This design comes from an exercise in tuning for small area, a short achievable clock period and few clock cycles per item on the open sky130 flow, not from production work.
Function was checked by simulation only, so behaviour that the tests miss may differ from the original.

==> inputs of tundra <==
## geab_fau
module geab_fau #(
    parameter W = 128
) (
    input  wire         clk,
    input  wire         rst,         
    input  wire         start,       
    input  wire [3:0]   op,
    input  wire [W-1:0] a,
    input  wire [W-1:0] b,
    input  wire [W-1:0] m,
    output reg          ready,
    output reg          done,
    output wire [W-1:0] result,
    output reg          z,
    output reg          in_range,
    output reg          eq,
    output reg          bad_modulus
);
    localparam R   = 3;             
    localparam WS  = 133;           
    localparam PE  = 118;           
    localparam EW  = WS - PE;       
    localparam ND  = 43;            
    localparam WB  = R * ND;
    localparam TW  = 14;            
    localparam S_IDLE   = 4'd0;
    localparam S_FIRST  = 4'd1;
    localparam S_TEST   = 4'd2;
    localparam S_NORM   = 4'd3;
    localparam S_NEGFIX = 4'd4;
    localparam S_LOOP   = 4'd5;
    localparam S_FIN    = 4'd6;
    localparam S_LOADA  = 4'd7;
    localparam S_DENORM = 4'd8;
    localparam S_ZCHK   = 4'd9;
    reg st_idle, st_first, st_test, st_norm, st_negfix, st_loop, st_fin,
  ...
==> flow/config.mk <==
export PLATFORM = sky130hd
export DESIGN_NAME = geab_fau
export DESIGN_NICKNAME = geab_fau
export VERILOG_FILES = /design/flow/design.v
export SDC_FILE = /design/flow/constraint.sdc
export NUM_CORES = 4
export LEC_CHECK = 0
export CAP_MARGIN = 20
export CORE_MARGIN = 2
export CORE_UTILIZATION = 50
export PLACE_DENSITY = 0.65
export SLEW_MARGIN = 20
==> flow/constraint.sdc <==
create_clock -name core_clock -period 16.0 [get_ports {clk}]
set_input_delay 3.2000 -clock core_clock [delete_from_list [all_inputs] [get_ports {clk}]]
set_output_delay 3.2000 -clock core_clock [all_outputs]
set_load 0.01 [all_outputs]
standard.sh (not shown) runs the stock make flow with config.mk's settings and CLKGATE_MAP_FILE= SYNTH_SCRIPT=/design/flow/synth_recipe.tcl, a recipe that flattens the netlist after the stock synthesis.
==> flow/flow/run.sh <==
#!/bin/bash
# The standard layout (standard.sh: synthesis to final layout), with the
# timing repair asked to leave 11 ns of setup slack at the design's clock,
# so that it works the register-to-register paths down to about 5 ns.
set -euo pipefail
export SETUP_SLACK_MARGIN=11
bash standard.sh > standard.log 2>&1
==> delta (differences from tundra) <==
--- a/flow/design.v
+++ b/flow/design.v
@@ -40,32 +40,30 @@
     reg [WB-1:0] B;
     reg [W-1:0]  M;
     reg [WS-1:0] S;
     reg [WS-1:0] C;
     reg [5:0]    cnt;
     reg [5:0]    j;
     reg          main;          
-    reg          y_c, y_b, y_m, inv;    
+    reg          inv;           
+    reg          v0z;           
     assign result = S[W-1:0];
     wire is_cmpeq = op_q[3] & op_q[0];
     wire is_rchk  = op_q[3] & ~op_q[0];
     wire is_mmul  = ~op_q[3] & op_q[2];
     wire is_madd  = ~op_q[3] & ~op_q[2] & op_q[1] & ~op_q[0];
     wire is_msub  = ~op_q[3] & ~op_q[2] & op_q[1] & op_q[0];
     wire is_nz    = ~op_q[3] & ~op_q[2] & ~op_q[1] & op_q[0];
     wire m_zero  = ~|M;
     wire m_small = ~|M[W-1:W-R];    
     wire m_top   = M[W-1];
     wire mred_first = st_first & ~is_cmpeq & ~m_zero & ~is_rchk & ~is_mmul
                     & ~is_madd & ~is_msub & ~m_small;
     wire fast_mmul  = st_first & is_mmul & m_top;    
-    wire [WS-1:0] y_raw = ({WS{y_c}} & C)
-                        | ({WS{y_b}} & {{(WS-WB){1'b0}}, B})
-                        | ({WS{y_m}} & {{(WS-W){1'b0}}, M});
-    wire [WS-1:0] ya = y_raw ^ {WS{inv}};
+    wire [WS-1:0] ya = C ^ {WS{inv}};
     reg  [WS:0]   pg_g, pg_p;
     integer lv, ii;
     always @(*) begin
         pg_g = {S & ya, inv};
         pg_p = {S ^ ya, 1'b0};
         for (ii = WS; ii >= 1; ii = ii - 1)
             if (ii % 2 == 1) begin
@@ -102,16 +100,15 @@
     wire [EW-1:0] N2  = {N1[EW-2:0], 1'b1};
     wire [EW-1:0] N4  = {N1[EW-3:0], 2'b11};
     wire [EW-1:0] N8  = {N1[EW-4:0], 3'b111};
     wire [EW-1:0] N6  = {N3[EW-2:0], 1'b1};
     wire [EW-1:0] N12 = {N3[EW-3:0], 2'b11};
     wire [EW-1:0] N10 = {N5[EW-2:0], 1'b1};
     wire [EW-1:0] N14 = {N7[EW-2:0], 1'b1};
-    wire          v0z = st_first;           
-    wire [EW-1:0] s_t = S[WS-1:PE] & {EW{~v0z}};
+    wire [EW-1:0] s_t = S[WS-1:PE];
     wire [EW-1:0] c_t = C[WS-1:PE];
     function ge_f(input [EW-1:0] x, input [EW-1:0] y, input [EW-1:0] nt);
         reg [EW-1:0] u, v;
         reg [15:0]   g, p;      
         integer k, st;
         begin
             u  = x ^ y ^ nt;
@@ -143,71 +140,71 @@
     assign ge[13] = ge_f(s_t, c_t, N13);
     assign ge[14] = ge_f(s_t, c_t, N14);
     assign ge[15] = ge_f(s_t, c_t, N15);
     wire [EW-1:0] est = s_t + c_t;
     wire          est_neg = est[EW-1];
     wire [EW-2:0] eu = est[EW-2:0];
     wire [3:0] q;
-    assign q[3] = ge[8];
-    assign q[2] = (ge[4] & ~ge[8]) | ge[12];
-    assign q[1] = (ge[2] & ~ge[4]) | (ge[6] & ~ge[8]) | (ge[10] & ~ge[12]) | ge[14];
-    assign q[0] = (ge[1] & ~ge[2]) | (ge[3] & ~ge[4]) | (ge[5] & ~ge[6]) | (ge[7] & ~ge[8])
-                | (ge[9] & ~ge[10]) | (ge[11] & ~ge[12]) | (ge[13] & ~ge[14]) | ge[15];
+    assign q[3] = ~v0z & ge[8];
+    assign q[2] = ~v0z & ((ge[4] & ~ge[8]) | ge[12]);
+    assign q[1] = ~v0z & ((ge[2] & ~ge[4]) | (ge[6] & ~ge[8]) | (ge[10] & ~ge[12]) | ge[14]);
+    assign q[0] = ~v0z & ((ge[1] & ~ge[2]) | (ge[3] & ~ge[4]) | (ge[5] & ~ge[6]) | (ge[7] & ~ge[8])
+                | (ge[9] & ~ge[10]) | (ge[11] & ~ge[12]) | (ge[13] & ~ge[14]) | ge[15]);
     wire [15:0] est2 = {2'b00, eu} + 16'd2;
     wire fin_cert = est_neg | (est2 <= {3'b000, M[W-1:PE-R]});
     wire s_lt_2m  = S[WS-1:PE] < {M[W-1:PE], 1'b0};
     wire          d_en = (st_loop & main) | fast_mmul;
     wire [R-1:0]  d    = B[WB-1:WB-R] & {R{d_en}};
     function [WS-1:0] csa_s(input [WS-1:0] x, input [WS-1:0] y, input [WS-1:0] k);
         csa_s = x ^ y ^ k;
     endfunction
     function [WS-1:0] csa_c(input [WS-1:0] x, input [WS-1:0] y, input [WS-1:0] k);
         csa_c = {((x & y) | (x & k) | (y & k)), 1'b0};
     endfunction
     wire [WS-1:0] x0 = {S[WS-1-R:0] & {(WS-R){~v0z}}, {R{1'b0}}};
-    wire [WS-1:0] x1 = {C[WS-1-R:0], {R{1'b0}}};
+    wire [WS-1:0] x1 = {C[WS-1-R:0] & {(WS-R){~v0z}}, {R{1'b0}}};
     wire [WS-1:0] x2 = {{(WS-W){1'b0}}, A & {W{d[0]}}};
     wire [WS-1:0] x3 = {{(WS-W-1){1'b0}}, A & {W{d[1]}}, 1'b0};
     wire [WS-1:0] x4 = {{(WS-W-2){1'b0}}, A & {W{d[2]}}, 2'b0};
     wire [WS-1:0] e1s = csa_s(x0, x1, x2);
     wire [WS-1:0] e1c = csa_c(x0, x1, x2);
     wire [WS-1:0] e2s = csa_s(e1s, e1c, x3);
     wire [WS-1:0] e2c = csa_c(e1s, e1c, x3);
     wire [WS-1:0] es  = csa_s(e2s, e2c, x4);
     wire [WS-1:0] ec  = csa_c(e2s, e2c, x4);
     wire [WS-1:0] mx = {{(WS-W){1'b0}}, M};
     wire [WS-1:0] y0 = ~(mx << (R+0)) & {WS{q[0]}};
     wire [WS-1:0] y1 = ~(mx << (R+1)) & {WS{q[1]}};
     wire [WS-1:0] y2 = ~(mx << (R+2)) & {WS{q[2]}};
     wire [WS-1:0] y3 = ~(mx << (R+3)) & {WS{q[3]}};
-    wire [WS-1:0] ecq = {ec[WS-1:1], q[3]};
-    wire [WS-1:0] l1s = csa_s(es, ecq, y3);
-    wire [WS-1:0] l1c = csa_c(es, ecq, y3);
-    wire [WS-1:0] l1cq = {l1c[WS-1:1], q[2]};
-    wire [WS-1:0] l2s = csa_s(l1s, l1cq, y2);
-    wire [WS-1:0] l2c = csa_c(l1s, l1cq, y2);
-    wire [WS-1:0] l2cq = {l2c[WS-1:1], q[1]};
-    wire [WS-1:0] l3s = csa_s(l2s, l2cq, y1);
-    wire [WS-1:0] l3c = csa_c(l2s, l2cq, y1);
-    wire [WS-1:0] l3cq = {l3c[WS-1:1], q[0]};
-    wire [WS-1:0] nS  = csa_s(l3s, l3cq, y0);
-    wire [WS-1:0] nC  = csa_c(l3s, l3cq, y0);
+    wire [WS-1:0] ecq = {ec[WS-1:1], q[0]};
+    wire [WS-1:0] las = csa_s(es, ecq, y3);
+    wire [WS-1:0] lac = csa_c(es, ecq, y3);
+    wire [WS-1:0] lbs = csa_s(y2, y1, y0);
+    wire [WS-1:0] lbc = csa_c(y2, y1, y0);
+    wire [WS-1:0] lacq = {lac[WS-1:1], q[1]};
+    wire [WS-1:0] lbcq = {lbc[WS-1:1], q[2]};
+    wire [WS-1:0] lcs = csa_s(las, lacq, lbs);
+    wire [WS-1:0] lcc = csa_c(las, lacq, lbs);
+    wire [WS-1:0] lccq = {lcc[WS-1:1], q[3]};
+    wire [WS-1:0] nS  = csa_s(lcs, lccq, lbcq);
+    wire [WS-1:0] nC  = csa_c(lcs, lccq, lbcq);
     reg [W-1:0] cg, cp;
     integer ck, cs;
     always @(*) begin
         cg = S[W-1:0] & ~M;
         cp = S[W-1:0] | ~M;
         for (cs = 1; cs < W; cs = cs * 2)
             for (ck = 2 * cs - 1; ck < W; ck = ck + 2 * cs) begin
                 cg[ck] = cg[ck] | (cp[ck] & cg[ck - cs]);
                 cp[ck] = cp[ck] & cp[ck - cs];
             end
     end
     wire ge_sm = cg[W-1] | cp[W-1] | (|S[WS-2:W]);
-    wire t_final = S_neg ? ~P_neg : (~ge_sm | s_lt_2m);
+    wire t_final = ~S_neg & (~ge_sm | s_lt_2m);
     wire t_fromP = S_neg | ge_sm;
     reg [3:0] nstate;
     always @(*) begin
         nstate = S_IDLE;
         if (st_idle) begin
             nstate = start ? S_FIRST : S_IDLE;
         end
@@ -275,47 +272,53 @@
             st_fin    <= nstate == S_FIN;
             st_loada  <= nstate == S_LOADA;
             st_denorm <= nstate == S_DENORM;
             st_zchk   <= nstate == S_ZCHK;
             ready <= nstate == S_IDLE;
             done  <= ~st_idle & (nstate == S_IDLE);
         end
-        y_c <= nstate == S_FIN;
-        y_b <= st_idle & (n_cmpeq | n_madd | n_msub);
-        y_m <= (st_idle & ~(n_cmpeq | n_madd | n_msub))
-             | (nstate == S_TEST) | (nstate == S_NEGFIX);
         inv <= (st_idle & ~n_madd) | ((nstate == S_TEST) & ~s_neg_n);
+        v0z <= st_idle & start & ~op[3] & op[2] & m[W-1];
     end
     wire use_zP = st_fin | ((st_first | st_test) & t_fromP);
     always @(posedge clk) begin
         if (st_first) begin
             bad_modulus <= ~is_cmpeq & m_zero;
             eq          <= zP;
-            in_range    <= P_neg & ~zS;
+            in_range    <= ~ge_sm & ~zS;
         end
         if (st_zchk)
             z <= zS & ~is_nz;
         else
             z <= use_zP ? zP : zS;
     end
     wire ld_P  = (st_first & (is_madd | is_msub)) | ((mred_first | st_test) & t_fromP)
                | (st_negfix & S_neg);
     wire ld_P3 = st_fin | st_denorm;
-    reg [WS-1:0] s_other;
-    always @(*) begin
-        s_other = S;
-        if (st_idle)  s_other = {{(WS-W){1'b0}}, a};
-        if (fast_mmul) s_other = nS;
-        if (st_loada) s_other = {WS{1'b0}};
-        if (st_zchk & is_nz & zS) s_other = {{(WS-1){1'b0}}, 1'b1};
-        if (ld_P3)    s_other = {{R{1'b0}}, P[WS-1:R]};
-    end
+    wire ld_N  = st_loop | fast_mmul;
+    wire ld_A  = st_idle;
+    wire ld_1  = st_zchk & is_nz & zS;
+    wire hold  = ~(ld_P | ld_P3 | ld_N | ld_A | ld_1 | st_loada);
+    wire [WS-1:0] P3 = {{R{1'b0}}, P[WS-1:R]};
+    wire to_denorm = (st_test & ~S_neg & (~ge_sm | s_lt_2m) | st_fin & fin_cert)
+                   & (j != 6'd0) & ~(is_mmul & ~main);
+    wire [W-1:0] m_next = (st_norm & m_small) ? {M[W-R-1:0], {R{1'b0}}} : M;
+    wire c_m = st_first | (st_test & ~to_denorm) | st_norm | (st_negfix & S_neg)
+             | (st_fin & ~to_denorm);
+    wire c_use_b = n_cmpeq | n_madd | n_msub;
     always @(posedge clk) begin
-        S <= st_loop ? nS : (ld_P ? P : s_other);
-        C <= (st_loop | fast_mmul) ? nC : {WS{1'b0}};
+        S <= ({WS{ld_N}} & nS) | ({WS{ld_P}} & P) | ({WS{ld_P3}} & P3)
+           | ({WS{ld_A}} & {{(WS-W){1'b0}}, a}) | ({WS{hold}} & S)
+           | {{(WS-1){1'b0}}, ld_1};
+        if (ld_N)
+            C <= nC;
+        else if (st_idle)
+            C <= {{(WS-W){1'b0}}, c_use_b ? b : m};
+        else
+            C <= {{(WS-W){1'b0}}, m_next & {W{c_m}}};
         if (st_idle) begin
             op_q <= op;
             A    <= a;
             B    <= {{(WB-W){1'b0}}, b};
             M    <= m;
             j    <= 6'd0;
             main <= 1'b0;
==> flow/flow/run.sh (replaced) <==
#!/bin/bash
# The standard layout (standard.sh: synthesis to final layout), with the
# timing repair asked to leave 10 ns of setup slack at the design's clock,
# so that it works the register-to-register paths down to about 6 ns.
set -euo pipefail
export SETUP_SLACK_MARGIN=10
bash standard.sh > standard.log 2>&1
- CAP_MARGIN: 20 -> 30
- SLEW_MARGIN: 20 -> 30
==> notes.md <==
Against tundra, the synthesized cell count of delta is larger by about 3%. Between tundra and delta, the lower flip-flop and latch count is in delta (gap 1). Against tundra, the setup slack of delta is higher by 0.16 ns. In tundra the routed wire length is higher than in delta, by 9.9%.
Testbench counts of tundra, summed over its fixed seeds: cycles 29,410, items 1,280.
Testbench counts of delta, summed over its fixed seeds: cycles 29,483, items 1,280.

-- re-timing with driven ports --
No port has a modelled driver above. Below, the same layouts with a new extraction and two added sets of constraints. Step 1 assumes that a clkbuf_16 drives the clock port and a buf_2 every other input. Step 2 adds t to the input delays and takes it off the output delays; t is the mean of the earliest and latest rising clock arrival at the registers after step 1. Input paths then give back, and output paths get back, about the clock's delay inside the block. Slacks: ideal / step 1 / step 2; pairs: ideal / step 1.
run | shift t [ns] | setup WS [ns] | worst hold slack (ns) | worst setup path at the end
tundra | 0.877 | 9.247 / 9.247 / 9.247 | 0.529 / 0.529 / 0.529 | register to register
delta | 0.867 | 9.410 / 9.410 / 9.209 | 0.504 / 0.504 / 0.504 | input to register
After both steps every run listed still meets setup and hold. For delta, which loses most, drivers alone change the setup slack by 0.000 ns; drivers and shift together by -0.201 ns.
